From an optimization exercise on the open Yosys and OpenROAD flow, aimed at small area, a short achievable clock period and few clock cycles; shortcuts taken in it are not production practice.
Where RTL was checked, it was by simulation tests only, not by an equivalence proof against the original.
No functional check of the RTL was part of runs 1 and 2.
Power figures rest on the tool's default switching activity, not on a simulated workload.

<file path="design/flow/flow/run.sh">
#!/bin/bash
# Standard ORFS layout (the standard.sh, unchanged synthesis) with:
# - timing repair (floorplan, CTS, global route) aimed below the clock
#   period: repair_timing works towards setup slack SETUP_SLACK_MARGIN ns
#   at the design's clock;
# - port buffers of a plain buffer cell (buffer_ports -buffer_cell) instead of
#   the default pick, a delay cell; every port is still buffered;
# - clock tree sinks clustered into larger groups and no dummy loads.
# The SDC and every other step are the standard ones. make's output goes to
# flow_make.log; each ORFS step keeps its own log under orfs/logs.
set -euo pipefail
MARGIN=$(cat flow/margin.txt)
CTS=$(cat flow/cts_args.txt)
bash standard.sh "SETUP_SLACK_MARGIN=$MARGIN" "CTS_ARGS=$CTS" \
    "BUFFER_PORTS_ARGS=-buffer_cell sky130_fd_sc_hd__buf_4" finish > flow_make.log 2>&1
</file>
<file path="design/flow/flow/cts_args.txt">
-sink_clustering_enable -repair_clock_nets -sink_clustering_size 25 -sink_clustering_max_diameter 70 -dont_use_dummy_load
</file>
<file path="design/flow/flow/margin.txt">
10.5
</file>
<file path="design/flow/standard.sh">
#!/bin/bash
# synth_recipe.tcl (not shown) runs the flow's synth.tcl, then flattens the netlist and writes it again
# the make line also repeats each setting of config.mk as NAME=value (left out here)
make -C /OpenROAD-flow-scripts/flow DESIGN_CONFIG=/design/flow/config.mk WORK_HOME=/design/flow/orfs CLKGATE_MAP_FILE= SYNTH_SCRIPT=/design/flow/synth_recipe.tcl "${@:-finish}"
</file>
<file path="design/flow/config.mk">
export PLATFORM = sky130hd
export DESIGN_NAME = blcore
export DESIGN_NICKNAME = blcore
export VERILOG_FILES = /design/flow/design.v
export SDC_FILE = /design/flow/constraint.sdc
export NUM_CORES = 8
export LEC_CHECK = 0
export CAP_MARGIN = 20
export CORE_MARGIN = 2
export CORE_UTILIZATION = 55
export SLEW_MARGIN = 20
</file>
<file path="design/flow/constraint.sdc">
create_clock -name core_clock -period 17.5 [get_ports {clk}]
set_input_delay 3.5000 -clock core_clock [delete_from_list [all_inputs] [get_ports {clk}]]
set_output_delay 3.5000 -clock core_clock [all_outputs]
set_load 0.01 [all_outputs]
</file>
<file path="design/flow/design.v">
module blcore (
    input  wire        clk,
    input  wire        rst,
    input  wire        req,
    input  wire        we,
    input  wire [10:0] addr,
    input  wire [31:0] wdata,
    output wire        ack,
    output wire        berr,
    output wire [31:0] rdata
);
    localparam [10:0] A_CFG    = 11'h000;
    localparam [10:0] A_STATUS = 11'h004;
    localparam [10:0] A_CMD    = 11'h008;
    localparam [10:0] A_OPA    = 11'h00C;
    localparam [10:0] A_OPB    = 11'h010;
    localparam [10:0] A_RES    = 11'h014;
    localparam [10:0] A_SYM    = 11'h018;
    localparam [10:0] A_ERRPOS = 11'h020;
    localparam [3:0] E_NONE      = 4'd0;
    localparam [3:0] E_UNKCHAR   = 4'd1;
    localparam [3:0] E_TOOLARGE  = 4'd4;
    localparam [3:0] E_INVSYM    = 4'd5;
    localparam [3:0] E_OPRANGE   = 4'd6;
    localparam [3:0] E_ILLEGAL   = 4'd7;
    reg        cfg_mode;
    reg        cfg_profile;
    reg [3:0]  cfg_gate;
    reg [7:0]  cfg_fallback;
    reg [3:0]  st_err;
    reg        st_sticky;
    reg        ep_len;           
    reg [1:0]  ep_pos;           
    reg [31:0] opa;
    reg [31:0] opb;
    reg [24:0] res;              
    reg [23:0] sym;              
    reg [2:0]  sym_v;            
    reg [2047:0] tab;            
    reg        ph1;              
    reg        ph2;              
    reg [10:0] addr_q;
    reg [31:0] rdq;
    reg        berr_q;
    reg        p_rev, p_dec, p_xdec, p_pack, p_unpack, p_enc;
    reg        pend;             
    reg        pw16;             
    reg [18:0] enc_x;            
    function [7:0] alpha;
        input [6:0] i;
        begin
            if (i < 7'd10)       alpha = 8'h30 + {1'b0, i};
            else if (i < 7'd36)  alpha = 8'h61 + {1'b0, i} - 8'd10;
            else if (i < 7'd62)  alpha = 8'h41 + {1'b0, i} - 8'd36;
            else begin
                case (i)
                    7'd62:   alpha = 8'h21;   
                    7'd63:   alpha = 8'h40;   
                    7'd64:   alpha = 8'h24;   
                    7'd65:   alpha = 8'h25;   
                    7'd66:   alpha = 8'h3F;   
                    7'd67:   alpha = 8'h26;   
                    7'd68:   alpha = 8'h3C;   
                    7'd69:   alpha = 8'h28;   
                    default: alpha = 8'h29;   
                endcase
            end
        end
    endfunction
    function [7:0] sym_index;
        input [7:0] b;
        begin
            if (b >= 8'h30 && b <= 8'h39)      sym_index = {1'b1, b[6:0] - 7'h30};
            else if (b >= 8'h61 && b <= 8'h7A) sym_index = {1'b1, b[6:0] - 7'h61 + 7'd10};
            else if (b >= 8'h41 && b <= 8'h5A) sym_index = {1'b1, b[6:0] - 7'h41 + 7'd36};
            else begin
                case (b)
                    8'h21:   sym_index = {1'b1, 7'd62};
                    8'h40:   sym_index = {1'b1, 7'd63};
                    8'h24:   sym_index = {1'b1, 7'd64};
                    8'h25:   sym_index = {1'b1, 7'd65};
                    8'h3F:   sym_index = {1'b1, 7'd66};
                    8'h26:   sym_index = {1'b1, 7'd67};
                    8'h3C:   sym_index = {1'b1, 7'd68};
                    8'h28:   sym_index = {1'b1, 7'd69};
                    8'h29:   sym_index = {1'b1, 7'd70};
                    default: sym_index = 8'h00;
                endcase
            end
        end
    endfunction
    function [15:0] rev16;
        input [15:0] x;
        integer k;
        begin
            for (k = 0; k < 16; k = k + 1)
                rev16[k] = x[15 - k];
        end
    endfunction
    function [7:0] rev8;
        input [7:0] x;
        integer k;
        begin
            for (k = 0; k < 8; k = k + 1)
                rev8[k] = x[7 - k];
        end
    endfunction
    wire       go      = req && !rst;
    wire       lo0     = (addr[1:0] == 2'b00);
    wire [2:0] ar      = addr[4:2];
    wire hi0     = (addr[9:5] == 5'h00);
    wire rd_ok   = (ar == 3'd1) || (!pend && (ar == 3'd5 || ar == 3'd6));
    wire fast_rd = !we && lo0 && !addr[10] && hi0 && rd_ok;
    wire fast_wr = we && lo0 && !pend && (addr[10] || (hi0 && ar != 3'd7));
    wire fast    = fast_rd || fast_wr;
    assign ack  = go && (ph2 || (fast && !ph1));
    assign berr = berr_q;
    assign rdata = ph2 ? rdq
                 : (!addr[4] ? {26'h0, st_sticky, 1'b0, st_err}
                 : (!addr[3] ? {7'h0, res} : {8'h0, sym_rd}));
    function mapped_f;
        input [10:0] a;
        begin
            mapped_f = (a[1:0] == 2'b00) &&
                       (a[10] || (a == A_CFG) || (a == A_STATUS) || (a == A_CMD) ||
                        (a == A_OPA) || (a == A_OPB) || (a == A_RES) ||
                        (a == A_SYM) || (a == A_ERRPOS));
        end
    endfunction
    wire mapped   = mapped_f(addr);
    wire do_write = ack && we && mapped;
    wire do_cmd   = do_write && (addr == A_CMD);
    wire [7:0] tsel    = ph1 ? addr_q[9:2] : opa[7:0];
    wire [15:0] tsel_lo, tsel_hi;
    wire [7:0]  tab_rd;
    genvar g, h, b;
    generate
        for (g = 0; g < 16; g = g + 1) begin : g_tdec
            assign tsel_lo[g] = (tsel[3:0] == g);
            assign tsel_hi[g] = (tsel[7:4] == g);
        end
        for (b = 0; b < 8; b = b + 1) begin : g_trd
            wire [15:0] grp;
            for (h = 0; h < 16; h = h + 1) begin : g_grp
                wire [15:0] col;
                for (g = 0; g < 16; g = g + 1) begin : g_col
                    assign col[g] = tab[8*(16*h+g)+b] & tsel_lo[g];
                end
                assign grp[h] = (|col) & tsel_hi[h];
            end
            assign tab_rd[b] = |grp;
        end
    endgenerate
    wire [7:0] op      = wdata[7:0];
    wire [1:0] wsel    = wdata[9:8];
    wire       rsv_bad = (wdata[31:10] != 22'h0) || (wsel == 2'b11);
    wire       op_ok   = (op[7:3] == 5'h00) || (op == 8'h0F);
    wire       illegal = rsv_bad || !op_ok;
    wire       w16     = (wsel == 2'b10) || ((wsel == 2'b00) && cfg_mode);
    wire       opa_hi16 = (opa[31:16] != 16'h0);
    wire       opa_hi8  = opa_hi16 || (opa[15:8] != 8'h0);
    wire       opa_over = w16 ? opa_hi16 : opa_hi8;
    wire o_rev    = (op[7:3] == 5'h00) && (op[2:0] == 3'd1);
    wire o_enc    = (op[7:3] == 5'h00) && (op[2:0] == 3'd2);
    wire o_dec    = (op[7:3] == 5'h00) && (op[2:0] == 3'd3);
    wire o_xenc   = (op[7:3] == 5'h00) && (op[2:0] == 3'd4);
    wire o_xdec   = (op[7:3] == 5'h00) && (op[2:0] == 3'd5);
    wire o_pack   = (op[7:3] == 5'h00) && (op[2:0] == 3'd6);
    wire o_unpack = (op[7:3] == 5'h00) && (op[2:0] == 3'd7);
    wire o_nop    = (op == 8'h00);
    wire o_clrerr = (op == 8'h0F);
    wire enc_big16 = (opa[31:19] != 13'h0) || (opa[18:0] > 19'd357910);
    wire enc_big8  = (opa[31:13] != 19'h0) || (opa[12:0] > 13'd5040);
    wire enc_big   = w16 ? enc_big16 : enc_big8;
    wire [7:0] si0 = {sym_v[0], sym[6:0]};
    wire [7:0] si1 = {sym_v[1], sym[14:8]};
    wire [7:0] si2 = {sym_v[2], sym[22:16]};
    wire [6:0] i0 = si0[6:0];
    wire [6:0] i1 = si1[6:0];
    wire [6:0] i2 = si2[6:0];
    wire       dec_bad = !si0[7] || !si1[7] || (w16 && !si2[7]);
    wire [1:0] dec_pos = !si0[7] ? 2'd0 : (!si1[7] ? 2'd1 : 2'd2);
    wire dec_over16 = (i0 > 7'd13) || ((i0 == 7'd13) && ((i1 != 7'd0) || (i2 > 7'd2)));
    wire dec_over8  = (i0 > 7'd3)  || ((i0 == 7'd3) && (i1 > 7'd42));
    wire dec_over   = w16 ? dec_over16 : dec_over8;
    wire opb_big = (opb[31:6] != 26'h0);
    wire opb_gt1 = (opb[5:1] != 5'h0);
    reg [3:0] c_err;
    reg       c_ep;
    always @(*) begin
        c_err = E_NONE;
        c_ep  = 1'b0;
        if (illegal)
            c_err = E_ILLEGAL;
        else if ((o_rev || o_xenc || o_unpack) && opa_over)
            c_err = E_OPRANGE;
        else if (o_enc && enc_big)
            c_err = E_OPRANGE;
        else if ((o_dec || o_xdec) && dec_bad) begin
            c_err = E_INVSYM;
            c_ep  = 1'b1;
        end else if (o_xdec && dec_over)
            c_err = E_OPRANGE;
        else if (o_pack) begin
            if (opa_hi8 || opb_big)     c_err = E_OPRANGE;
            else if (!tab_rd[7])        c_err = E_UNKCHAR;
            else if (!w16 && opb_gt1)   c_err = E_TOOLARGE;
        end
    end
    wire cmd_run    = do_cmd && (illegal || !o_nop);
    wire cmd_ok     = do_cmd && !illegal && (c_err == E_NONE);
    wire cmd_clrerr = !illegal && o_clrerr;
    wire [15:0] rev_opa_c = w16 ? rev16(opa[15:0]) : {8'h0, rev8(opa[7:0])};
    wire [18:0] dec_v16_r0 = {12'd0, i0[6:0]};
    wire [18:0] dec_v16_r1 = ~({8'd0, i0[6:0], 4'd0});
    wire [18:0] dec_v16_r2 = ~({6'd0, i0[6:0], 6'd0});
    wire [18:0] dec_v16_r3 = {2'd0, i0[6:0], 10'd0};
    wire [18:0] dec_v16_r4 = {i0[6:0], 12'd0};
    wire [18:0] dec_v16_r5 = ~({12'd0, i1[6:0]});
    wire [18:0] dec_v16_r6 = {9'd0, i1[6:0], 3'd0};
    wire [18:0] dec_v16_r7 = {6'd0, i1[6:0], 6'd0};
    wire [18:0] dec_v16_r8 = {12'd0, i2[6:0]};
    wire [18:0] dec_v16_k = 19'd3;
    wire [18:0] dec_v16_s0_0 = dec_v16_r0 ^ dec_v16_r1 ^ dec_v16_r2;
    wire [18:0] dec_v16_c0_0 = {((dec_v16_r0[17:0] & dec_v16_r1[17:0]) | (dec_v16_r0[17:0] & dec_v16_r2[17:0]) | (dec_v16_r1[17:0] & dec_v16_r2[17:0])), 1'b0};
    wire [18:0] dec_v16_s0_1 = dec_v16_r3 ^ dec_v16_r4 ^ dec_v16_r5;
    wire [18:0] dec_v16_c0_1 = {((dec_v16_r3[17:0] & dec_v16_r4[17:0]) | (dec_v16_r3[17:0] & dec_v16_r5[17:0]) | (dec_v16_r4[17:0] & dec_v16_r5[17:0])), 1'b0};
    wire [18:0] dec_v16_s0_2 = dec_v16_r6 ^ dec_v16_r7 ^ dec_v16_r8;
    wire [18:0] dec_v16_c0_2 = {((dec_v16_r6[17:0] & dec_v16_r7[17:0]) | (dec_v16_r6[17:0] & dec_v16_r8[17:0]) | (dec_v16_r7[17:0] & dec_v16_r8[17:0])), 1'b0};
    wire [18:0] dec_v16_s1_0 = dec_v16_s0_0 ^ dec_v16_c0_0 ^ dec_v16_s0_1;
    wire [18:0] dec_v16_c1_0 = {((dec_v16_s0_0[17:0] & dec_v16_c0_0[17:0]) | (dec_v16_s0_0[17:0] & dec_v16_s0_1[17:0]) | (dec_v16_c0_0[17:0] & dec_v16_s0_1[17:0])), 1'b0};
    wire [18:0] dec_v16_s1_1 = dec_v16_c0_1 ^ dec_v16_s0_2 ^ dec_v16_c0_2;
    wire [18:0] dec_v16_c1_1 = {((dec_v16_c0_1[17:0] & dec_v16_s0_2[17:0]) | (dec_v16_c0_1[17:0] & dec_v16_c0_2[17:0]) | (dec_v16_s0_2[17:0] & dec_v16_c0_2[17:0])), 1'b0};
    wire [18:0] dec_v16_s2_0 = dec_v16_s1_0 ^ dec_v16_c1_0 ^ dec_v16_s1_1;
    wire [18:0] dec_v16_c2_0 = {((dec_v16_s1_0[17:0] & dec_v16_c1_0[17:0]) | (dec_v16_s1_0[17:0] & dec_v16_s1_1[17:0]) | (dec_v16_c1_0[17:0] & dec_v16_s1_1[17:0])), 1'b0};
    wire [18:0] dec_v16_s3_0 = dec_v16_s2_0 ^ dec_v16_c2_0 ^ dec_v16_c1_1;
    wire [18:0] dec_v16_c3_0 = {((dec_v16_s2_0[17:0] & dec_v16_c2_0[17:0]) | (dec_v16_s2_0[17:0] & dec_v16_c1_1[17:0]) | (dec_v16_c2_0[17:0] & dec_v16_c1_1[17:0])), 1'b0};
    wire [18:0] dec_v16_s4_0 = dec_v16_s3_0 ^ dec_v16_c3_0 ^ dec_v16_k;
    wire [18:0] dec_v16_c4_0 = {((dec_v16_s3_0[17:0] & dec_v16_c3_0[17:0]) | (dec_v16_s3_0[17:0] & dec_v16_k[17:0]) | (dec_v16_c3_0[17:0] & dec_v16_k[17:0])), 1'b0};
    wire [18:0] dec_v16 = dec_v16_s4_0 + dec_v16_c4_0;
    wire [12:0] dec_v8_r0 = ~({6'd0, i0[6:0]});
    wire [12:0] dec_v8_r1 = {3'd0, i0[6:0], 3'd0};
    wire [12:0] dec_v8_r2 = {i0[6:0], 6'd0};
    wire [12:0] dec_v8_r3 = {6'd0, i1[6:0]};
    wire [12:0] dec_v8_k = 13'd1;
    wire [12:0] dec_v8_s0_0 = dec_v8_r0 ^ dec_v8_r1 ^ dec_v8_r2;
    wire [12:0] dec_v8_c0_0 = {((dec_v8_r0[11:0] & dec_v8_r1[11:0]) | (dec_v8_r0[11:0] & dec_v8_r2[11:0]) | (dec_v8_r1[11:0] & dec_v8_r2[11:0])), 1'b0};
    wire [12:0] dec_v8_s1_0 = dec_v8_s0_0 ^ dec_v8_c0_0 ^ dec_v8_r3;
    wire [12:0] dec_v8_c1_0 = {((dec_v8_s0_0[11:0] & dec_v8_c0_0[11:0]) | (dec_v8_s0_0[11:0] & dec_v8_r3[11:0]) | (dec_v8_c0_0[11:0] & dec_v8_r3[11:0])), 1'b0};
    wire [12:0] dec_v8_s2_0 = dec_v8_s1_0 ^ dec_v8_c1_0 ^ dec_v8_k;
    wire [12:0] dec_v8_c2_0 = {((dec_v8_s1_0[11:0] & dec_v8_c1_0[11:0]) | (dec_v8_s1_0[11:0] & dec_v8_k[11:0]) | (dec_v8_c1_0[11:0] & dec_v8_k[11:0])), 1'b0};
    wire [12:0] dec_v8 = dec_v8_s2_0 + dec_v8_c2_0;
    wire [18:0] dec_val = pw16 ? dec_v16 : {6'h0, dec_v8};
    wire [15:0] rev_dec = pw16 ? rev16(dec_v16[15:0]) : {8'h0, rev8(dec_v8[7:0])};
    wire [15:0] rev_opa = pw16 ? rev16(opa[15:0]) : {8'h0, rev8(opa[7:0])};
    wire [15:0] pack_word = pw16 ? {{3{cfg_profile}}, opb[5:0], tab_rd[6:0]}
                                 : {8'h00, opb[0], tab_rd[6:0]};
    wire [255:0] hit;
    generate
        for (g = 0; g < 256; g = g + 1) begin : g_hit
            assign hit[g] = tab[8*g+7] && (tab[8*g +: 7] == opa[6:0]);
        end
    endgenerate
    wire [255:0] pv0 = hit;
    wire [127:0] pv1;  wire [127:0] pi1;
    wire [63:0]  pv2;  wire [127:0] pi2;
    wire [31:0]  pv3;  wire [95:0]  pi3;
    wire [15:0]  pv4;  wire [63:0]  pi4;
    wire [7:0]   pv5;  wire [39:0]  pi5;
    wire [3:0]   pv6;  wire [23:0]  pi6;
    wire [1:0]   pv7;  wire [13:0]  pi7;
    wire         pv8;  wire [7:0]   pi8;
    generate
        for (g = 0; g < 128; g = g + 1) begin : g_p1
            assign pv1[g] = pv0[2*g] | pv0[2*g+1];
            assign pi1[g] = !pv0[2*g];
        end
        for (g = 0; g < 64; g = g + 1) begin : g_p2
            assign pv2[g] = pv1[2*g] | pv1[2*g+1];
            assign pi2[2*g+1:2*g] = pv1[2*g] ? {1'b0, pi1[2*g]} : {1'b1, pi1[2*g+1]};
        end
        for (g = 0; g < 32; g = g + 1) begin : g_p3
            assign pv3[g] = pv2[2*g] | pv2[2*g+1];
            assign pi3[3*g+2:3*g] = pv2[2*g] ? {1'b0, pi2[4*g+1:4*g]} : {1'b1, pi2[4*g+3:4*g+2]};
        end
        for (g = 0; g < 16; g = g + 1) begin : g_p4
            assign pv4[g] = pv3[2*g] | pv3[2*g+1];
            assign pi4[4*g+3:4*g] = pv3[2*g] ? {1'b0, pi3[6*g+2:6*g]} : {1'b1, pi3[6*g+5:6*g+3]};
        end
        for (g = 0; g < 8; g = g + 1) begin : g_p5
            assign pv5[g] = pv4[2*g] | pv4[2*g+1];
            assign pi5[5*g+4:5*g] = pv4[2*g] ? {1'b0, pi4[8*g+3:8*g]} : {1'b1, pi4[8*g+7:8*g+4]};
        end
        for (g = 0; g < 4; g = g + 1) begin : g_p6
            assign pv6[g] = pv5[2*g] | pv5[2*g+1];
            assign pi6[6*g+5:6*g] = pv5[2*g] ? {1'b0, pi5[10*g+4:10*g]} : {1'b1, pi5[10*g+9:10*g+5]};
        end
        for (g = 0; g < 2; g = g + 1) begin : g_p7
            assign pv7[g] = pv6[2*g] | pv6[2*g+1];
            assign pi7[7*g+6:7*g] = pv6[2*g] ? {1'b0, pi6[12*g+5:12*g]} : {1'b1, pi6[12*g+11:12*g+6]};
        end
    endgenerate
    assign pv8 = pv7[0] | pv7[1];
    assign pi8 = pv7[0] ? {1'b0, pi7[6:0]} : {1'b1, pi7[13:7]};
    wire [7:0]  unp_char = pv8 ? pi8 : cfg_fallback;
    wire [24:0] unp_res  = {!pv8, unp_char, opa[15:0]};
    wire [24:0] p_res = ({25{p_rev}}    & {9'h0, rev_opa})
                      | ({25{p_dec}}    & {6'h0, dec_val})
                      | ({25{p_xdec}}   & {9'h0, rev_dec})
                      | ({25{p_pack}}   & {9'h0, pack_word})
                      | ({25{p_unpack}} & unp_res);
    wire [15:0] enc_pq_r0 = ~({12'd0, enc_x[18:15]});
    wire [15:0] enc_pq_r1 = ~({10'd0, enc_x[18:13]});
    wire [15:0] enc_pq_r2 = {8'd0, enc_x[18:11]};
    wire [15:0] enc_pq_r3 = ~({4'd0, enc_x[18:7]});
    wire [15:0] enc_pq_r4 = ~({2'd0, enc_x[18:5]});
    wire [15:0] enc_pq_r5 = {enc_x[17:2]};
    wire [15:0] enc_pq_r6 = ~({enc_x[15:0]});
    wire [15:0] enc_pq_r7 = {enc_x[12:0], 3'd0};
    wire [15:0] enc_pq_k = 16'd6;
    wire [15:0] enc_pq_s0_0 = enc_pq_r0 ^ enc_pq_r1 ^ enc_pq_r2;
    wire [15:0] enc_pq_c0_0 = {((enc_pq_r0[14:0] & enc_pq_r1[14:0]) | (enc_pq_r0[14:0] & enc_pq_r2[14:0]) | (enc_pq_r1[14:0] & enc_pq_r2[14:0])), 1'b0};
    wire [15:0] enc_pq_s0_1 = enc_pq_r3 ^ enc_pq_r4 ^ enc_pq_r5;
    wire [15:0] enc_pq_c0_1 = {((enc_pq_r3[14:0] & enc_pq_r4[14:0]) | (enc_pq_r3[14:0] & enc_pq_r5[14:0]) | (enc_pq_r4[14:0] & enc_pq_r5[14:0])), 1'b0};
    wire [15:0] enc_pq_s0_2 = enc_pq_r6 ^ enc_pq_r7 ^ enc_pq_k;
    wire [15:0] enc_pq_c0_2 = {((enc_pq_r6[14:0] & enc_pq_r7[14:0]) | (enc_pq_r6[14:0] & enc_pq_k[14:0]) | (enc_pq_r7[14:0] & enc_pq_k[14:0])), 1'b0};
    wire [15:0] enc_pq_s1_0 = enc_pq_s0_0 ^ enc_pq_c0_0 ^ enc_pq_s0_1;
    wire [15:0] enc_pq_c1_0 = {((enc_pq_s0_0[14:0] & enc_pq_c0_0[14:0]) | (enc_pq_s0_0[14:0] & enc_pq_s0_1[14:0]) | (enc_pq_c0_0[14:0] & enc_pq_s0_1[14:0])), 1'b0};
    wire [15:0] enc_pq_s1_1 = enc_pq_c0_1 ^ enc_pq_s0_2 ^ enc_pq_c0_2;
    wire [15:0] enc_pq_c1_1 = {((enc_pq_c0_1[14:0] & enc_pq_s0_2[14:0]) | (enc_pq_c0_1[14:0] & enc_pq_c0_2[14:0]) | (enc_pq_s0_2[14:0] & enc_pq_c0_2[14:0])), 1'b0};
    wire [15:0] enc_pq_s2_0 = enc_pq_s1_0 ^ enc_pq_c1_0 ^ enc_pq_s1_1;
    wire [15:0] enc_pq_c2_0 = {((enc_pq_s1_0[14:0] & enc_pq_c1_0[14:0]) | (enc_pq_s1_0[14:0] & enc_pq_s1_1[14:0]) | (enc_pq_c1_0[14:0] & enc_pq_s1_1[14:0])), 1'b0};
    wire [15:0] enc_pq_s3_0 = enc_pq_s2_0 ^ enc_pq_c2_0 ^ enc_pq_c1_1;
    wire [15:0] enc_pq_c3_0 = {((enc_pq_s2_0[14:0] & enc_pq_c2_0[14:0]) | (enc_pq_s2_0[14:0] & enc_pq_c1_1[14:0]) | (enc_pq_c2_0[14:0] & enc_pq_c1_1[14:0])), 1'b0};
    wire [15:0] enc_pq = enc_pq_s3_0 + enc_pq_c3_0;
    wire [6:0] enc_q = enc_pq[15:9];
    wire [20:0] enc_pd_r0 = {17'd0, enc_x[18:15]};
    wire [20:0] enc_pd_r1 = {15'd0, enc_x[18:13]};
    wire [20:0] enc_pd_r2 = {4'd0, enc_x[18:2]};
    wire [20:0] enc_pd_r3 = ~({2'd0, enc_x[18:0]});
    wire [20:0] enc_pd_r4 = {enc_x[18:0], 2'd0};
    wire [20:0] enc_pd_k = 21'd3;
    wire [20:0] enc_pd_s0_0 = enc_pd_r0 ^ enc_pd_r1 ^ enc_pd_r2;
    wire [20:0] enc_pd_c0_0 = {((enc_pd_r0[19:0] & enc_pd_r1[19:0]) | (enc_pd_r0[19:0] & enc_pd_r2[19:0]) | (enc_pd_r1[19:0] & enc_pd_r2[19:0])), 1'b0};
    wire [20:0] enc_pd_s0_1 = enc_pd_r3 ^ enc_pd_r4 ^ enc_pd_k;
    wire [20:0] enc_pd_c0_1 = {((enc_pd_r3[19:0] & enc_pd_r4[19:0]) | (enc_pd_r3[19:0] & enc_pd_k[19:0]) | (enc_pd_r4[19:0] & enc_pd_k[19:0])), 1'b0};
    wire [20:0] enc_pd_s1_0 = enc_pd_s0_0 ^ enc_pd_c0_0 ^ enc_pd_s0_1;
    wire [20:0] enc_pd_c1_0 = {((enc_pd_s0_0[19:0] & enc_pd_c0_0[19:0]) | (enc_pd_s0_0[19:0] & enc_pd_s0_1[19:0]) | (enc_pd_c0_0[19:0] & enc_pd_s0_1[19:0])), 1'b0};
    wire [20:0] enc_pd_s2_0 = enc_pd_s1_0 ^ enc_pd_c1_0 ^ enc_pd_c0_1;
    wire [20:0] enc_pd_c2_0 = {((enc_pd_s1_0[19:0] & enc_pd_c1_0[19:0]) | (enc_pd_s1_0[19:0] & enc_pd_c0_1[19:0]) | (enc_pd_c1_0[19:0] & enc_pd_c0_1[19:0])), 1'b0};
    wire [20:0] enc_pd = enc_pd_s2_0 + enc_pd_c2_0;
    wire [6:0] enc_d2 = enc_pd[20:14];
    wire [6:0] enc_d0_r0 = enc_x[6:0];
    wire [6:0] enc_d0_r1 = {enc_q[6:0]};
    wire [6:0] enc_d0_r2 = ~({enc_q[3:0], 3'd0});
    wire [6:0] enc_d0_r3 = ~({enc_q[0:0], 6'd0});
    wire [6:0] enc_d0_k = 7'd2;
    wire [6:0] enc_d0_s0_0 = enc_d0_r0 ^ enc_d0_r1 ^ enc_d0_r2;
    wire [6:0] enc_d0_c0_0 = {((enc_d0_r0[5:0] & enc_d0_r1[5:0]) | (enc_d0_r0[5:0] & enc_d0_r2[5:0]) | (enc_d0_r1[5:0] & enc_d0_r2[5:0])), 1'b0};
    wire [6:0] enc_d0_s1_0 = enc_d0_s0_0 ^ enc_d0_c0_0 ^ enc_d0_r3;
    wire [6:0] enc_d0_c1_0 = {((enc_d0_s0_0[5:0] & enc_d0_c0_0[5:0]) | (enc_d0_s0_0[5:0] & enc_d0_r3[5:0]) | (enc_d0_c0_0[5:0] & enc_d0_r3[5:0])), 1'b0};
    wire [6:0] enc_d0_s2_0 = enc_d0_s1_0 ^ enc_d0_c1_0 ^ enc_d0_k;
    wire [6:0] enc_d0_c2_0 = {((enc_d0_s1_0[5:0] & enc_d0_c1_0[5:0]) | (enc_d0_s1_0[5:0] & enc_d0_k[5:0]) | (enc_d0_c1_0[5:0] & enc_d0_k[5:0])), 1'b0};
    wire [6:0] enc_d0 = enc_d0_s2_0 + enc_d0_c2_0;
    wire [6:0] enc_d1_r0 = enc_q;
    wire [6:0] enc_d1_r1 = {enc_d2[6:0]};
    wire [6:0] enc_d1_r2 = ~({enc_d2[3:0], 3'd0});
    wire [6:0] enc_d1_r3 = ~({enc_d2[0:0], 6'd0});
    wire [6:0] enc_d1_k = 7'd2;
    wire [6:0] enc_d1_s0_0 = enc_d1_r0 ^ enc_d1_r1 ^ enc_d1_r2;
    wire [6:0] enc_d1_c0_0 = {((enc_d1_r0[5:0] & enc_d1_r1[5:0]) | (enc_d1_r0[5:0] & enc_d1_r2[5:0]) | (enc_d1_r1[5:0] & enc_d1_r2[5:0])), 1'b0};
    wire [6:0] enc_d1_s1_0 = enc_d1_s0_0 ^ enc_d1_c0_0 ^ enc_d1_r3;
    wire [6:0] enc_d1_c1_0 = {((enc_d1_s0_0[5:0] & enc_d1_c0_0[5:0]) | (enc_d1_s0_0[5:0] & enc_d1_r3[5:0]) | (enc_d1_c0_0[5:0] & enc_d1_r3[5:0])), 1'b0};
    wire [6:0] enc_d1_s2_0 = enc_d1_s1_0 ^ enc_d1_c1_0 ^ enc_d1_k;
    wire [6:0] enc_d1_c2_0 = {((enc_d1_s1_0[5:0] & enc_d1_c1_0[5:0]) | (enc_d1_s1_0[5:0] & enc_d1_k[5:0]) | (enc_d1_c1_0[5:0] & enc_d1_k[5:0])), 1'b0};
    wire [6:0] enc_d1 = enc_d1_s2_0 + enc_d1_c2_0;
    wire [23:0] enc_sym = pw16 ? {1'b0, enc_d0, 1'b0, enc_d1, 1'b0, enc_d2}
                               : {8'h00, 1'b0, enc_d0, 1'b0, enc_d1};
    wire [23:0] sym_rd = {sym_v[2] ? alpha(sym[22:16]) : sym[23:16],
                          sym_v[1] ? alpha(sym[14:8])  : sym[15:8],
                          sym_v[0] ? alpha(sym[6:0])   : sym[7:0]};
    wire [7:0]  swi0 = sym_index(wdata[7:0]);
    wire [7:0]  swi1 = sym_index(wdata[15:8]);
    wire [7:0]  swi2 = sym_index(wdata[23:16]);
    wire [23:0] sym_wr = {swi2[7] ? {1'b0, swi2[6:0]} : wdata[23:16],
                          swi1[7] ? {1'b0, swi1[6:0]} : wdata[15:8],
                          swi0[7] ? {1'b0, swi0[6:0]} : wdata[7:0]};
    reg [31:0] slow_rd;
    always @(*) begin
        slow_rd = 32'h0;
        if (addr_q[10])
            slow_rd = {24'h0, tab_rd};
        else begin
            case (addr_q)
                A_CFG:    slow_rd = {16'h0, cfg_fallback, 2'b00, cfg_gate, cfg_profile, cfg_mode};
                A_STATUS: slow_rd = {26'h0, st_sticky, 1'b0, st_err};
                A_OPA:    slow_rd = opa;
                A_OPB:    slow_rd = opb;
                A_RES:    slow_rd = {7'h0, res};
                A_SYM:    slow_rd = {8'h0, sym_rd};
                A_ERRPOS: slow_rd = {15'h0, ep_len, 14'h0, ep_pos};
                default:  slow_rd = 32'h0;
            endcase
        end
    end
    always @(posedge clk) begin
        addr_q <= addr;
        if (rst || !req || ack) begin
            ph1 <= 1'b0;
            ph2 <= 1'b0;
        end else begin
            ph1 <= !ph1 && !ph2;
            ph2 <= ph1;
        end
        if (ph1) begin
            rdq    <= slow_rd;
            berr_q <= !mapped_f(addr_q);
        end else begin
            berr_q <= 1'b0;
        end
    end
    wire       tab_wr = do_write && addr[10];
    wire [7:0] tab_wd = wdata[7:0] & {8{!rst}};
    generate
        for (g = 0; g < 256; g = g + 1) begin : g_tab
            always @(posedge clk)
                if (rst || (tab_wr && addr[9:2] == g))
                    tab[8*g +: 8] <= tab_wd;
        end
    endgenerate
    always @(posedge clk) begin
        if (rst) begin
            cfg_mode     <= 1'b1;
            cfg_profile  <= 1'b0;
            cfg_gate     <= 4'h0;
            cfg_fallback <= 8'h20;
            st_err       <= 4'h0;
            st_sticky    <= 1'b0;
            ep_len       <= 1'b0;
            ep_pos       <= 2'd0;
            opa          <= 32'h0;
            opb          <= 32'h0;
            res          <= 25'h0;
            sym          <= 24'h0;
            sym_v        <= 3'b000;
            p_rev        <= 1'b0;
            p_dec        <= 1'b0;
            p_xdec       <= 1'b0;
            p_pack       <= 1'b0;
            p_unpack     <= 1'b0;
            p_enc        <= 1'b0;
            pend         <= 1'b0;
        end else begin
            if (p_rev || p_dec || p_xdec || p_pack || p_unpack)
                res <= p_res;
            if (p_enc) begin
                sym   <= enc_sym;
                sym_v <= {pw16, 2'b11};
            end
            p_rev    <= cmd_ok && o_rev;
            p_dec    <= cmd_ok && o_dec;
            p_xdec   <= cmd_ok && o_xdec;
            p_pack   <= cmd_ok && o_pack;
            p_unpack <= cmd_ok && o_unpack;
            p_enc    <= cmd_ok && (o_enc || o_xenc);
            pend     <= cmd_ok && !o_clrerr && !o_nop;
            if (do_write && !addr[10]) begin
                case (addr)
                    A_CFG: begin
                        cfg_mode     <= wdata[0];
                        cfg_profile  <= wdata[1];
                        cfg_gate     <= wdata[5:2];
                        cfg_fallback <= wdata[15:8];
                    end
                    A_OPA: opa <= wdata;
                    A_OPB: opb <= wdata;
                    A_SYM: begin
                        sym   <= sym_wr;
                        sym_v <= {swi2[7], swi1[7], swi0[7]};
                    end
                    default: ;
                endcase
            end
            if (cmd_run) begin
                st_err <= c_err;
                ep_len <= c_ep;
                ep_pos <= c_ep ? dec_pos : 2'd0;
                if (c_err != E_NONE) st_sticky <= 1'b1;
                else if (cmd_clrerr) st_sticky <= 1'b0;
            end
        end
    end
    always @(posedge clk) begin
        if (do_cmd) begin
            pw16  <= w16;
            enc_x <= o_xenc ? {3'b000, rev_opa_c} : opa[18:0];
        end
    end
endmodule
</file>
==> flow_metrics.tcl, run 1 <==
set metrics [dict create \
    status "timing/DRC/antenna clean" \
    finalClockSkew_ns 0.0924 \
    cts.sinks 2258 \
    rrSetupSlack_ns 10.28 \
    syn_inst 10300 \
    critPathKind "input pin to output pin" \
    path_cells "buf_12 > or4_4 > buf_12 > nor2_4 > a21oi_2 > nor3_2 > o21a_1 > buf_6" \
    yosys.area.top_type "edfxtp_1" \
    ioPinCount 81 \
    multi_input_area_um2 54000 \
    hold_depth 2 \
    hp-start "ep_pos[1]" \
    numCtsBuffers 149 \
    fmax_mhz 119 \
    regToRegEndpoint "res[18]" \
    grtUsageTotal_pct 44.7 \
    critPathMostFrequentCell "buf_12" \
    htree_num_levels 4 \
    wire_per_inst_um 39.8 \
    crit_required_ns 14.00 \
    min_period_over_period_pct 47.9 \
    grt_max_degree 150 \
    hold_viol_final 0 \
    core_area_um2 225000 \
    crit_arrival_ns 4.88 \
    place_inst 13000 \
    seqCellArea_um2 66300 \
    synth_area_leaders "edfxtp_1 51%, xnor2_1 11%, a22oi_1 3.6%" \
    cp-end-kind "output pin" \
    synth_seq_area_share_pct 53.3 \
    synth_commonest_cells "2100 x edfxtp_1, 1565 x xnor2_1, 613 x nor2_1" \
    grt_pass1_vias 91200 \
    ys_warn_count 1 \
    reg2reg_from "opa[4]" \
    hold_path_end "ep_pos[1]" \
    final_util_pct 59.2 \
    setup_violations 0 \
    routed_wl_mm 529 \
    crit_buf_inv 3 \
    maxSlewHeadroom_pct 7.08 \
    slowest_stage "or4_4" \
    report.final.slew_viol_count 0 \
    layout.cells.non_filler 13300 \
    drt-initial-drc-count 17500 \
    crit_family "simple AND/OR/NAND/NOR gates" \
    fill_cells 18300 \
    syn2layout_area_growth_pct 7.09 \
    powerDensity_nw_per_um2 84.7 \
    synthArstFlopShare_pct 0 \
    syn_avg_cell_area_um2 12.0 \
    ys_types 110 \
    critPathMaxFanout 2 \
    synth_edf_count 2100 \
    synth_top_area_share_pct 50.7 \
    cts-hold-fix-buffers 0 \
    ir_worst_vdd_uv 98.0 \
    dp_hpwl_mm 346 \
    post-route-min-period_ns 8.38 \
    die_h_um 479 \
    drc_errors 0 \
    cp-start-kind "input pin" \
    vias 97200 \
    cts_root_buf "clkbuf_16" \
    die_w_um 479 \
    numPortBuffers 80 \
    path_clk_slew_ns 0.05 \
    worstSkewPairLatency_ns 0.88 \
    grt.overflow.total 0 \
    row_count 174 \
    cts_max_path_buffers 3 \
    synth.most_common_cell "edfxtp_1" \
    tightest_slew_ns 1.39 \
    slowest_delay_ns 0.54 \
    synth_top_flop_cell "edfxtp_1" \
    r2r.worst_path.cells 15 \
    min_path_type "flop to flop" \
    grt_pass1_wl_mm 723 \
    firstDrtPassIters 10 \
    drive_gt1_share_pct 9.04 \
    final_nets 10700 \
    viasPerCell 7.32 \
    power_leakage_nw 44.5 \
    tns_ns 0 \
    crit_start "addr[7]" \
    cts_tree "built" \
    drv_cap 0 \
    die-area_um2 230000 \
    synth_area_um2 124000 \
    ys_ff_latch 2258 \
    rsz0062_at_grt "true" \
    antenna_found_initial 37 \
    initial_core_util_pct 55.3 \
    ant_nets 0 \
    gp_congestion 1.03 \
]
## tightest hold or removal path, delay by kind of cell, from the launching register on
family,cells,cell delay (ns)
and+or+nand+nor,1,0.05
AOI/OAI and AO/OA,1,0.05
DFF,1,0.31
## kinds of logic (layout without fill, tap and decap cells)
| group | count (synthesis) | in the layout | synth area share, % |
|---|---|---|---|
| compound gates | 2313 | 2313 | 13.7 |
| simple gates | 2328 | 2330 | 9.49 |
| fa+ha+maj | 434 | 434 | 5.13 |
| buf+inv | 1038 | 950 | 4.46 |
| other cells | 0 | 42 | 0 |
| xor+xnor | 1882 | 1882 | 13.3 |
| flops | 2258 | 2258 | 53.3 |
| mux | 71 | 71 | 0.586 |
## worst max-delay path by stage
stage | endpoint | cells after the start | slack (ns)
after global placement | ack | 8 | 8.88
after CTS | ack | 8 | 9.04
after detailed placement | ack | 8 | 8.94
final | ack | 8 | 9.12
after floorplan | tab[1001] | 4 | 8.85
after global routing | ack | 7 | 9.08
## sequential cells by signal, indices dropped and copies added (netlist names), 3 cells and up
name,flops
st_err,3
tab,2048
cfg_fallback,8
sym,24
rdq,32
res,25
opa,32
enc_x,19
sym_v,3
opb,32
cfg_gate,4
addr_q,11
## through the flow
| stage | worst slack (ns) | instance area [um2] | total power [mW] | hold WS, ns |
|---|---|---|---|---|
| after global placement | 8.88 | 127000 | 7.96 | 0.443 |
| after global routing | 9.08 | 133000 | 11.5 | 0.481 |
| final | 9.12 | 133000 | 11.3 | 0.456 |
| after CTS | 9.04 | 132000 | 11.2 | 0.455 |
| after floorplan | 8.85 | 125000 | 7.33 | 0.431 |
| after detailed placement | 8.94 | 127000 | 7.97 | 0.450 |
## placed cells by master (no fill, tap or decap), types with 31 or more instances in the layout
master	instances
edfxtp_1	2100
xnor2_1	1560
a22oi_1	589
nor2_1	579
nand4_1	510
nand2_1	502
buf_4	368
inv_1	348
xor2_1	310
ha_1	283
a21oi_1	266
a21o_1	217
o21ai_0	184
a22o_1	184
nor4_1	157
clkbuf_16	150
dfxtp_1	146
fa_1	121
a222oi_1	120
nor3_1	109
nand3_1	104
a221o_1	98
o22ai_1	87
a221oi_1	72
o21bai_1	52
mux2i_1	51
a211oi_1	46
diode_2	42
a31oi_1	39
and3_1	39
o211ai_1	37
o21bai_2	37
nand2b_1	33
nor2b_1	31
## routing by layer
metal,up-vias,track usage (%),routed length [um]
li1,38700,-,-
met1,48300,58.1,191000
met2,8303,64.3,222000
met3,1812,14.9,75500
met4,47,28.4,39800
met5,-,0.476,617
## what timing repair did
item,4_1_cts,5_1_grt
pin swaps,41,68
resized for setup,113,122
setup endpoints to repair,107,305
endpoints found under the hold margin,0,0
cloned,4,2
buffers inserted,53,25
## report_power, final
part	internal [mW]	switching (mW)	total, mW
logic	0.401	0.830	1.23
clock network	1.51	1.82	3.33
registers	6.35	0.366	6.72
total	8.26	3.02	11.3
## cell type report
type | instances | area share (%)
sequential | 2258 | 49.8
inverter | 378 | 1.11
tap | 2992 | 2.81
antenna | 42 | 0.0790
clock buffer | 149 | 2.80
multi-input combinational | 7030 | 40.6
timing repair buffer | 423 | 2.82
==> inputs of run 2 (changes only) <==
--- a/design/flow/design.v
+++ b/design/flow/design.v
@@ -105,19 +105,12 @@
                 rev8[k] = x[7 - k];
         end
     endfunction
-    wire       go      = req && !rst;
-    wire       lo0     = (addr[1:0] == 2'b00);
-    wire [2:0] ar      = addr[4:2];
-    wire hi0     = (addr[9:5] == 5'h00);
-    wire rd_ok   = (ar == 3'd1) || (!pend && (ar == 3'd5 || ar == 3'd6));
-    wire fast_rd = !we && lo0 && !addr[10] && hi0 && rd_ok;
-    wire fast_wr = we && lo0 && !pend && (addr[10] || (hi0 && ar != 3'd7));
-    wire fast    = fast_rd || fast_wr;
-    assign ack  = go && (ph2 || (fast && !ph1));
+    blcore_ack u_ack (.req(req), .rst(rst), .we(we), .addr(addr), .pend(pend),
+                      .ph1(ph1), .ph2(ph2), .ack(ack));
     assign berr = berr_q;
-    assign rdata = ph2 ? rdq
-                 : (!addr[4] ? {26'h0, st_sticky, 1'b0, st_err}
-                 : (!addr[3] ? {7'h0, res} : {8'h0, sym_rd}));
+    blcore_rdmux u_rdmux (.a4(addr[4]), .a3(addr[3]), .ph2(ph2), .rdq(rdq),
+                          .status({st_sticky, 1'b0, st_err}), .res(res),
+                          .sym(sym_rd), .rdata(rdata));
     function mapped_f;
         input [10:0] a;
         begin
@@ -497,3 +490,35 @@
         end
     end
 endmodule
+module blcore_ack (
+    input  wire        req,
+    input  wire        rst,
+    input  wire        we,
+    input  wire [10:0] addr,
+    input  wire        pend,
+    input  wire        ph1,
+    input  wire        ph2,
+    output wire        ack
+);
+    wire       lo0     = (addr[1:0] == 2'b00);
+    wire [2:0] ar      = addr[4:2];
+    wire       hi0     = (addr[9:5] == 5'h00);
+    wire       rd_ok   = (ar == 3'd1) || (!pend && (ar == 3'd5 || ar == 3'd6));
+    wire       fast_rd = !we && lo0 && !addr[10] && hi0 && rd_ok;
+    wire       fast_wr = we && lo0 && !pend && (addr[10] || (hi0 && ar != 3'd7));
+    wire       fast    = fast_rd || fast_wr;
+    assign ack = req && !rst && (ph2 || (fast && !ph1));
+endmodule
+module blcore_rdmux (
+    input  wire        a4,
+    input  wire        a3,
+    input  wire        ph2,
+    input  wire [31:0] rdq,
+    input  wire [5:0]  status,
+    input  wire [24:0] res,
+    input  wire [23:0] sym,
+    output wire [31:0] rdata
+);
+    assign rdata = ph2 ? rdq
+                 : (!a4 ? {26'h0, status} : (!a3 ? {7'h0, res} : {8'h0, sym}));
+endmodule
--- a/design/flow/config.mk
+++ b/design/flow/config.mk
@@ -9,3 +9,4 @@
 export CORE_MARGIN = 2
 export CORE_UTILIZATION = 55
 export SLEW_MARGIN = 20
+export SYNTH_HIERARCHICAL = 1
==> run 2 against run 1 <==
Against the previous run:
- combinational power is 6% lower
- largest cell class unchanged
- die area is 0.33% lower
- still clean on timing, DRC and antenna
- maximum frequency is 3.2% higher
==> flow_metrics.tcl, run 2 <==
set metrics [dict create \
    status "timing/DRC/antenna clean" \
    cts_max_path_buffers 3 \
    grt_pass1_wl_mm 734 \
    crit_arrival_ns 4.62 \
    critPathMaxFanout 2 \
    cts_root_buf "clkbuf_16" \
    drc_errors 0 \
    synth_top_area_share_pct 50.9 \
    gp_congestion 1.03 \
    report.final.slew_viol_count 0 \
    crit_required_ns 14.00 \
    fill_cells 18400 \
    min_period_over_period_pct 46.4 \
    drv_cap 0 \
    holdWs_ns 0.472 \
    die_h_um 479 \
    viasPerCell 7.34 \
    syn_avg_cell_area_um2 11.8 \
    syn_inst 10500 \
    cts.sinks 2258 \
    ir_worst_vdd_uv 124 \
    post-route-min-period_ns 8.12 \
    ys_warn_count 7 \
    synth_edf_count 2100 \
    setup_violations 0 \
    hold_depth 2 \
    hold_viol_final 0 \
    vias 98500 \
    grt_pass1_vias 92100 \
    drive_gt1_share_pct 8.63 \
    total_power_mw 11.2 \
    critPathKind "input pin to output pin" \
    dp_hpwl_mm 350 \
    r2r.worst_path.cells 13 \
    antenna_found_initial 42 \
    initial_core_util_pct 55.2 \
    cp-end-kind "output pin" \
    layout_commonest_cell "edfxtp_1" \
    powerDensity_nw_per_um2 83.8 \
    rsz0062_at_grt "true" \
    path_clk_slew_ns 0.07 \
    top_register "tab" \
    synth_area_leaders "edfxtp_1 51%, xnor2_1 12%, a22oi_1 4.3%" \
    final_nets 10900 \
    ys_ff_latch 2258 \
    cts_tree "built" \
    yosys.area.top_type "edfxtp_1" \
    finalClockSkew_ns 0.0852 \
    wire_per_inst_um 40.2 \
    core_area_um2 224000 \
    synthArstFlopShare_pct 0 \
    largest_reg_flops 2048 \
    synth.most_common_cell "edfxtp_1" \
    grtUsageTotal_pct 45.7 \
    worstSkewPairLatency_ns 0.88 \
    ioPinCount 81 \
    grt_max_degree 147 \
    synth_commonest_cells "2100 x edfxtp_1, 1685 x xnor2_1, 704 x a22oi_1" \
    grt.overflow.total 0 \
    synth_seq_area_share_pct 53.5 \
    tns_ns 0 \
    ys_types 105 \
    power_leakage_nw 43.3 \
    fmax_mhz 123 \
    numPortBuffers 80 \
    htree_num_levels 4 \
    maxSlewHeadroom_pct 7.24 \
    die_w_um 479 \
    ant_nets 0 \
    syn2layout_area_growth_pct 7.59 \
    tightest_slew_ns 1.37 \
    row_count 174 \
    synth_top_flop_cell "edfxtp_1" \
    drt-initial-drc-count 18500 \
    die-area_um2 229000 \
    cp-start-kind "input pin" \
    min_path_type "flop to flop" \
    numCtsBuffers 145 \
    routed_wl_mm 539 \
    firstDrtPassIters 10 \
    final_cell_mix "2100 x edfxtp_1, 1678 x xnor2_1, 703 x a22oi_1" \
    synth_area_um2 124000 \
]
==> run 2: worst paths after layout <==
kind                               from      end  slack (ns)
worst max-delay path            addr[8]      ack        9.38
worst min-delay path            opb[30]  opb[30]        0.47
worst max register to register   opa[1]   rdq[0]       10.06
worst min register to register  opb[30]  opb[30]        0.47
==> run 2: routing by layer <==
metal  routed length (um)  share of wire [%]  vias up  track usage (%)
li1                     -                  -    39100                -
met1               186000                 35    48500             58.0
met4                45000                8.4       34             31.3
met2               229000                 43     8874             67.0
met3                78000                 14     2037             14.1
met5                  243              0.045        -            0.269
==> run 2: area by class of cell <==
cell class                 instances  area [um2]  share of cell area [%]
antenna                           32        80.1                  0.0601
clock buffer                     145        3630                    2.72
multi-input combinational       7185       54200                    40.7
sequential                      2258       66300                    49.7
inverter                         384        1470                    1.10
timing repair buffer             423        3830                    2.88
tap                             2992        3740                    2.81
==> run 2: logic make-up (layout without fill, tap and decap cells) <==
logic type                 count (synthesis)  after routing  share of synthesized area (%)
and+or+nand+nor                         2478           2481                           9.94
adders and majority gates                435            435                           5.15
buffers and inverters                   1047            952                           3.82
xor gates and xnor gates                1880           1880                           13.3
DFF                                     2258           2258                           53.5
AOI/OAI and AO/OA                       2295           2295                           13.5
muxes                                     92             92                          0.774
other                                      1             34                        0.00303
==> run 2: modules after synthesis (local to each module, per instance) <==
module	cell area [um2]	times used
blcore_ack	91.3	1
blcore	123000	1
blcore_rdmux	647	1
==> run 2: through the flow <==
stage	util, %	std cells	cell area [um2]	worst slack (ns)
after floorplan	-	10500	124000	8.77
after global placement	56.9	13200	128000	8.35
after detailed placement	57.0	13200	128000	8.36
after CTS	59.0	13300	132000	9.42
after global routing	59.4	13400	133000	9.39
final	59.4	13400	133000	9.38
==> run 2: critical path: stages <==
cell and delay [ns]:
buf_12 0.11, nor3_4 0.34, a311oi_4 0.20, nor4b_4 0.28, buf_4 0.17
==> run 2: where the power goes <==
part | switching, mW | total [mW] | leakage (nW) | internal [mW]
logic | 0.767 | 1.16 | 20.0 | 0.395
registers | 0.379 | 6.73 | 21.6 | 6.36
clock network | 1.81 | 3.28 | 1.79 | 1.47
total | 2.95 | 11.2 | 43.3 | 8.22
==> run 2: what timing repair did <==
item | 4_1_cts | 5_1_grt
gates cloned | 8 | 0
hold buffers | 0 | 0
setup buffers | 37 | 38
resized for setup | 149 | 81
setup endpoints to repair | 1882 | 1130
pin swaps | 49 | 51
==> inputs of run 3 (changes only) <==
--- a/design/flow/design.v
+++ b/design/flow/design.v
@@ -40,7 +40,7 @@
     reg        ph1;              
     reg        ph2;              
     reg [10:0] addr_q;
-    reg [31:0] rdq;
+    reg [7:0]  rdq;              
     reg        berr_q;
     reg        p_rev, p_dec, p_xdec, p_pack, p_unpack, p_enc;
     reg        pend;             
@@ -108,7 +108,7 @@
     blcore_ack u_ack (.req(req), .rst(rst), .we(we), .addr(addr), .pend(pend),
                       .ph1(ph1), .ph2(ph2), .ack(ack));
     assign berr = berr_q;
-    blcore_rdmux u_rdmux (.a4(addr[4]), .a3(addr[3]), .ph2(ph2), .rdq(rdq),
+    blcore_rdmux u_rdmux (.a4(addr[4]), .a3(addr[3]), .ph2(ph2), .slow(slow_rd),
                           .status({st_sticky, 1'b0, st_err}), .res(res),
                           .sym(sym_rd), .rdata(rdata));
     function mapped_f;
@@ -204,33 +204,6 @@
     wire cmd_ok     = do_cmd && !illegal && (c_err == E_NONE);
     wire cmd_clrerr = !illegal && o_clrerr;
     wire [15:0] rev_opa_c = w16 ? rev16(opa[15:0]) : {8'h0, rev8(opa[7:0])};
-    wire [18:0] dec_v16_r0 = {12'd0, i0[6:0]};
-    wire [18:0] dec_v16_r1 = ~({8'd0, i0[6:0], 4'd0});
-    wire [18:0] dec_v16_r2 = ~({6'd0, i0[6:0], 6'd0});
-    wire [18:0] dec_v16_r3 = {2'd0, i0[6:0], 10'd0};
-    wire [18:0] dec_v16_r4 = {i0[6:0], 12'd0};
-    wire [18:0] dec_v16_r5 = ~({12'd0, i1[6:0]});
-    wire [18:0] dec_v16_r6 = {9'd0, i1[6:0], 3'd0};
-    wire [18:0] dec_v16_r7 = {6'd0, i1[6:0], 6'd0};
-    wire [18:0] dec_v16_r8 = {12'd0, i2[6:0]};
-    wire [18:0] dec_v16_k = 19'd3;
-    wire [18:0] dec_v16_s0_0 = dec_v16_r0 ^ dec_v16_r1 ^ dec_v16_r2;
-    wire [18:0] dec_v16_c0_0 = {((dec_v16_r0[17:0] & dec_v16_r1[17:0]) | (dec_v16_r0[17:0] & dec_v16_r2[17:0]) | (dec_v16_r1[17:0] & dec_v16_r2[17:0])), 1'b0};
-    wire [18:0] dec_v16_s0_1 = dec_v16_r3 ^ dec_v16_r4 ^ dec_v16_r5;
-    wire [18:0] dec_v16_c0_1 = {((dec_v16_r3[17:0] & dec_v16_r4[17:0]) | (dec_v16_r3[17:0] & dec_v16_r5[17:0]) | (dec_v16_r4[17:0] & dec_v16_r5[17:0])), 1'b0};
-    wire [18:0] dec_v16_s0_2 = dec_v16_r6 ^ dec_v16_r7 ^ dec_v16_r8;
-    wire [18:0] dec_v16_c0_2 = {((dec_v16_r6[17:0] & dec_v16_r7[17:0]) | (dec_v16_r6[17:0] & dec_v16_r8[17:0]) | (dec_v16_r7[17:0] & dec_v16_r8[17:0])), 1'b0};
-    wire [18:0] dec_v16_s1_0 = dec_v16_s0_0 ^ dec_v16_c0_0 ^ dec_v16_s0_1;
-    wire [18:0] dec_v16_c1_0 = {((dec_v16_s0_0[17:0] & dec_v16_c0_0[17:0]) | (dec_v16_s0_0[17:0] & dec_v16_s0_1[17:0]) | (dec_v16_c0_0[17:0] & dec_v16_s0_1[17:0])), 1'b0};
-    wire [18:0] dec_v16_s1_1 = dec_v16_c0_1 ^ dec_v16_s0_2 ^ dec_v16_c0_2;
-    wire [18:0] dec_v16_c1_1 = {((dec_v16_c0_1[17:0] & dec_v16_s0_2[17:0]) | (dec_v16_c0_1[17:0] & dec_v16_c0_2[17:0]) | (dec_v16_s0_2[17:0] & dec_v16_c0_2[17:0])), 1'b0};
-    wire [18:0] dec_v16_s2_0 = dec_v16_s1_0 ^ dec_v16_c1_0 ^ dec_v16_s1_1;
-    wire [18:0] dec_v16_c2_0 = {((dec_v16_s1_0[17:0] & dec_v16_c1_0[17:0]) | (dec_v16_s1_0[17:0] & dec_v16_s1_1[17:0]) | (dec_v16_c1_0[17:0] & dec_v16_s1_1[17:0])), 1'b0};
-    wire [18:0] dec_v16_s3_0 = dec_v16_s2_0 ^ dec_v16_c2_0 ^ dec_v16_c1_1;
-    wire [18:0] dec_v16_c3_0 = {((dec_v16_s2_0[17:0] & dec_v16_c2_0[17:0]) | (dec_v16_s2_0[17:0] & dec_v16_c1_1[17:0]) | (dec_v16_c2_0[17:0] & dec_v16_c1_1[17:0])), 1'b0};
-    wire [18:0] dec_v16_s4_0 = dec_v16_s3_0 ^ dec_v16_c3_0 ^ dec_v16_k;
-    wire [18:0] dec_v16_c4_0 = {((dec_v16_s3_0[17:0] & dec_v16_c3_0[17:0]) | (dec_v16_s3_0[17:0] & dec_v16_k[17:0]) | (dec_v16_c3_0[17:0] & dec_v16_k[17:0])), 1'b0};
-    wire [18:0] dec_v16 = dec_v16_s4_0 + dec_v16_c4_0;
     wire [12:0] dec_v8_r0 = ~({6'd0, i0[6:0]});
     wire [12:0] dec_v8_r1 = {3'd0, i0[6:0], 3'd0};
     wire [12:0] dec_v8_r2 = {i0[6:0], 6'd0};
@@ -243,6 +216,18 @@
     wire [12:0] dec_v8_s2_0 = dec_v8_s1_0 ^ dec_v8_c1_0 ^ dec_v8_k;
     wire [12:0] dec_v8_c2_0 = {((dec_v8_s1_0[11:0] & dec_v8_c1_0[11:0]) | (dec_v8_s1_0[11:0] & dec_v8_k[11:0]) | (dec_v8_c1_0[11:0] & dec_v8_k[11:0])), 1'b0};
     wire [12:0] dec_v8 = dec_v8_s2_0 + dec_v8_c2_0;
+    wire [18:0] dec_v16_r0 = ~({6'd0, dec_v8[12:0]});
+    wire [18:0] dec_v16_r1 = {3'd0, dec_v8[12:0], 3'd0};
+    wire [18:0] dec_v16_r2 = {dec_v8[12:0], 6'd0};
+    wire [18:0] dec_v16_r3 = {12'd0, i2[6:0]};
+    wire [18:0] dec_v16_k = 19'd1;
+    wire [18:0] dec_v16_s0_0 = dec_v16_r0 ^ dec_v16_r1 ^ dec_v16_r2;
+    wire [18:0] dec_v16_c0_0 = {((dec_v16_r0[17:0] & dec_v16_r1[17:0]) | (dec_v16_r0[17:0] & dec_v16_r2[17:0]) | (dec_v16_r1[17:0] & dec_v16_r2[17:0])), 1'b0};
+    wire [18:0] dec_v16_s1_0 = dec_v16_s0_0 ^ dec_v16_c0_0 ^ dec_v16_r3;
+    wire [18:0] dec_v16_c1_0 = {((dec_v16_s0_0[17:0] & dec_v16_c0_0[17:0]) | (dec_v16_s0_0[17:0] & dec_v16_r3[17:0]) | (dec_v16_c0_0[17:0] & dec_v16_r3[17:0])), 1'b0};
+    wire [18:0] dec_v16_s2_0 = dec_v16_s1_0 ^ dec_v16_c1_0 ^ dec_v16_k;
+    wire [18:0] dec_v16_c2_0 = {((dec_v16_s1_0[17:0] & dec_v16_c1_0[17:0]) | (dec_v16_s1_0[17:0] & dec_v16_k[17:0]) | (dec_v16_c1_0[17:0] & dec_v16_k[17:0])), 1'b0};
+    wire [18:0] dec_v16 = dec_v16_s2_0 + dec_v16_c2_0;
     wire [18:0] dec_val = pw16 ? dec_v16 : {6'h0, dec_v8};
     wire [15:0] rev_dec = pw16 ? rev16(dec_v16[15:0]) : {8'h0, rev8(dec_v8[7:0])};
     wire [15:0] rev_opa = pw16 ? rev16(opa[15:0]) : {8'h0, rev8(opa[7:0])};
@@ -382,7 +367,7 @@
     always @(*) begin
         slow_rd = 32'h0;
         if (addr_q[10])
-            slow_rd = {24'h0, tab_rd};
+            slow_rd = {24'h0, rdq};
         else begin
             case (addr_q)
                 A_CFG:    slow_rd = {16'h0, cfg_fallback, 2'b00, cfg_gate, cfg_profile, cfg_mode};
@@ -406,7 +391,7 @@
             ph2 <= ph1;
         end
         if (ph1) begin
-            rdq    <= slow_rd;
+            rdq    <= tab_rd;
             berr_q <= !mapped_f(addr_q);
         end else begin
             berr_q <= 1'b0;
@@ -513,12 +498,12 @@
     input  wire        a4,
     input  wire        a3,
     input  wire        ph2,
-    input  wire [31:0] rdq,
+    input  wire [31:0] slow,
     input  wire [5:0]  status,
     input  wire [24:0] res,
     input  wire [23:0] sym,
     output wire [31:0] rdata
 );
-    assign rdata = ph2 ? rdq
+    assign rdata = ph2 ? slow
                  : (!a4 ? {26'h0, status} : (!a3 ? {7'h0, res} : {8'h0, sym}));
 endmodule
==> run 3 against run 2 <==
Against the previous run:
- flip-flop and latch count shrank 24
- non-clock buffer count grew 51
- still clean
- area after synthesis is essentially flat
- power shrank 0.80%
- combinational power is essentially flat
- highest routed layer unchanged
- sequential power shrank 1%
- largest cell class unchanged
- first-iteration DRC count shrank 5.5%
==> flow_metrics.tcl, run 3 <==
set metrics [dict create \
    status "timing/DRC/antenna clean" \
    hold_viol_final 0 \
    row_count 174 \
    cts_tree "built" \
    synthArstFlopShare_pct 0 \
    viasPerCell 7.35 \
    dp_worst_setup_slack_ns 8.95 \
    multi_input_area_um2 53600 \
    finalClockSkew_ns 0.110 \
    firstDrtPassIters 9 \
    min_path_type "flop to flop" \
    ys_warn_count 7 \
    r2r.worst_path.cells 14 \
    maxSlewHeadroom_pct 8.28 \
    synthAdderAreaFrac_pct 4.61 \
    cp.depth 6 \
    synth.most_common_cell "edfxtp_1" \
    rrSetupSlack_ns 10.49 \
    grt_max_degree 153 \
    synth_area_leaders "edfxtp_1 50%, xnor2_1 11%, a22oi_1 4.1%" \
    slowest_delay_ns 0.30 \
    syn2layout_area_growth_pct 6.74 \
    path_cells "buf_4 > o21ai_0 > a211o_1 > a21oi_2 > nor4b_4 > buf_4" \
    synth_seq_area_share_pct 52.9 \
    clockPowerShare_pct 29.3 \
    synth_top_area_share_pct 50.3 \
    hold_path_end "cfg_gate[2]" \
    ir_worst_vdd_uv 96.9 \
    crit_required_ns 14.00 \
    top_register "tab" \
    die-area_um2 229000 \
    syn_inst 10400 \
    synth_area_um2 124000 \
    switching_share_pct 26.5 \
    critPathMaxFanout 4 \
    dp_hpwl_mm 350 \
    regToRegEndpoint "res[19]" \
    drv_cap 0 \
    cts_root_buf "clkbuf_16" \
    grt_pass1_vias 91300 \
    largest_reg_flops 2048 \
    synth_top_family_by_area "compound AO/OA/AOI/OAI gates" \
    grtUsageTotal_pct 45.3 \
    reg_top3 "tab: 2048 flops, opa: 32 flops, opb: 32 flops" \
    synthMuxAreaShare_pct 0.840 \
    power_leakage_nw 43.1 \
    min_period_over_period_pct 46.4 \
    final_util_pct 58.9 \
    synth_edf_count 2076 \
    synth_commonest_cells "2076 x edfxtp_1, 1557 x xnor2_1, 684 x a22oi_1" \
    gp_congestion 1.07 \
    routed_wl_mm 534 \
    final_nets 10800 \
    setup_ws_ns 9.38 \
    ys_types 118 \
    antenna_found_initial 54 \
    hold_depth 2 \
    yosys.area.top_type "edfxtp_1" \
    drive_gt1_share_pct 8.91 \
    crit_buf_inv 2 \
    rsz0062_at_grt "true" \
    seqCellArea_um2 65600 \
    fmax_mhz 123 \
    initial_core_util_pct 55.2 \
    tns_ns 0 \
    drc_errors 0 \
    critPathKind "input pin to output pin" \
    critPathMostFrequentCell "buf_4" \
    numPortBuffers 80 \
    ant_nets 0 \
    grt.overflow.total 0 \
    hp-start "cfg_gate[2]" \
    syn_avg_cell_area_um2 11.9 \
    powerDensity_nw_per_um2 83.9 \
    grt_pass1_wl_mm 731 \
    final_cell_mix "2076 x edfxtp_1, 1548 x xnor2_1, 678 x a22oi_1" \
    die_w_um 478 \
    cts_max_path_buffers 3 \
    p_comb_share_pct 10.6 \
    cts-hold-fix-buffers 0 \
    fill_cells 18500 \
    numCtsBuffers 145 \
    ys_ff_latch 2234 \
    crit_family "compound AO/OA/AOI/OAI gates" \
    core_area_um2 224000 \
    power_frac_seq_pct 60.1 \
    report.final.slew_viol_count 0 \
    htree_num_levels 4 \
    layout.cells.non_filler 13400 \
    wire_per_inst_um 39.8 \
    synth-compound-area-share_pct 13.3 \
    synth_xor_area_share_pct 13.3 \
    tightest_slew_ns 1.37 \
    p_sw_mw 2.94 \
    slowest_stage "nor4b_4" \
    ioPinCount 81 \
    reg2reg_from "opa[0]" \
    setup_violations 0 \
    crit_arrival_ns 4.62 \
    synth_top_flop_cell "edfxtp_1" \
    path_clk_slew_ns 0.09 \
    synth_simple_gate_area_share_pct 10.4 \
    die_h_um 478 \
    layout_commonest_cell "edfxtp_1" \
    cts.sinks 2234 \
    post-route-min-period_ns 8.12 \
    drt-initial-drc-count 17500 \
    cp-end-kind "output pin" \
    place_inst 13100 \
    internal-power_mw 8.15 \
    cp-start-kind "input pin" \
    vias 98700 \
    worstSkewPairLatency_ns 0.87 \
]
## run 3: cell types whose count changed after synthesis, moves of 33 or more
cell | before | now
buf_4 | 146 | 43
xor2_1 | 193 | 317
nand4_1 | 544 | 511
o21ai_0 | 229 | 481
clkbuf_1 | 331 | 254
a221oi_1 | 102 | 147
nand3_1 | 139 | 106
buf_6 | 17 | 127
xnor2_1 | 1685 | 1557
buf_2 | 81 | 139
o21bai_1 | 261 | 19
## run 3: layout make-up
type                       count  share of cell area [%]
inverter                     362                    1.06
timing repair buffer         474                    3.09
multi-input combinational   7171                    40.6
tap                         2992                    2.83
antenna                       55                   0.104
sequential                  2234                    49.6
clock buffer                 145                    2.75
## run 3: worst max-delay path by stage
| stage | start | to | slack [ns] |
|---|---|---|---|
| after global placement | addr[5] | tab[150] | 8.91 |
| final | we | ack | 9.38 |
| after CTS | addr[7] | ack | 9.47 |
| after detailed placement | addr[5] | ack | 8.95 |
| after global routing | we | ack | 9.33 |
| after floorplan | wdata[4] | tab[1004] | 9.04 |
## run 3: logic make-up after synthesis
group / Yosys count
simple gates: 2458
compound gates: 2341
flops: 2234
xor+xnor: 1875
buf+inv: 1026
fa+ha+maj: 393
mux: 99
other cells: 1
## run 3: metal layers
metal	vias up	track usage, %	wire length [um]
met1	49000	60.2	195000
met2	8717	64.5	224000
li1	39100	-	-
met4	40	24.7	34200
met5	-	0	275
met3	1759	16.3	80700
## run 3: stage by stage
step | cell area (um2) | hold WS [ns] | power, mW
after floorplan | 124000 | 0.431 | 7.26
after global placement | 127000 | 0.441 | 7.83
final | 132000 | 0.460 | 11.1
after CTS | 131000 | 0.460 | 11.0
after global routing | 132000 | 0.494 | 11.3
after detailed placement | 127000 | 0.450 | 7.85
## run 3: repair_timing
action | in CTS | in global routing
endpoints found under the setup margin | 500 | 152
buffers inserted | 46 | 28
pin swaps | 60 | 40
resized for setup | 121 | 82
gates cloned | 7 | 0
## run 3: power by group through the flow
stage,combinational (mW),sequential [mW],clock [mW]
6_report,1.17,6.66,3.25
5_1_grt,1.20,6.67,3.39
4_1_cts,1.11,6.63,3.22
3_5_place_dp,1.10,6.75,0
3_3_place_gp,1.09,6.75,0
2_1_floorplan,0.657,6.60,0
## run 3: worst register-to-register path, cell delays in order, from the launching register on
cell	delay (ns)
dfxtp_4	0.96
buf_4	0.68
buf_4	0.67
buf_4	0.60
xnor2_1	0.22
nand4_1	0.19
nor2_1	0.09
nor4_2	0.39
nand4_2	0.42
nor4_4	0.70
inv_1	0.42
a311o_1	0.53
a21oi_1	0.71
nor2_1	0.11
a32o_1	0.23
## run 3: per-module statistics from Yosys, one instance, submodules excluded
module,times used,flops+latches,cells inside,area [um2]
blcore,1,2234,10300,123000
blcore_ack,1,0,12,91.3
blcore_rdmux,1,0,92,647
Testbench counts of run 3, summed over its fixed seeds: cycles 56,088.

separate check: timing with driven ports:
No port has a modelled driver above. Below, the same layouts with a new extraction and two added sets of constraints. Step 1: set_driving_cell puts a clkbuf_16 on clk and a buf_2 on each other input, an assumption about the parent block. Step 2 times the ports against the registers' clock, not the clock port: input delays grow and output delays shrink by t, the midpoint of the rising clock arrivals with the driver on. Slacks: ideal / step 1 / step 2; pairs: ideal / step 1.
run | t (ns) | setup slack, ns | worst hold slack (ns) | slew at the worst register clock pin (ns) | cell pins on the clock port's net
run 1 | 0.922 | 9.119 / 9.024 / 9.024 | 0.456 / 0.456 / 0.456 | 0.10 / 0.10 | 1
run 2 | 0.938 | 9.382 / 9.043 / 9.043 | 0.472 / 0.472 / 0.472 | 0.10 / 0.10 | 1
run 3 | 0.914 | 9.385 / 9.189 / 9.189 | 0.460 / 0.460 / 0.460 | 0.11 / 0.11 | 1
After both steps setup and hold are still met in every run listed. For run 2, which loses most, drivers alone change the setup slack by -0.339 ns; drivers and shift together by -0.339 ns.
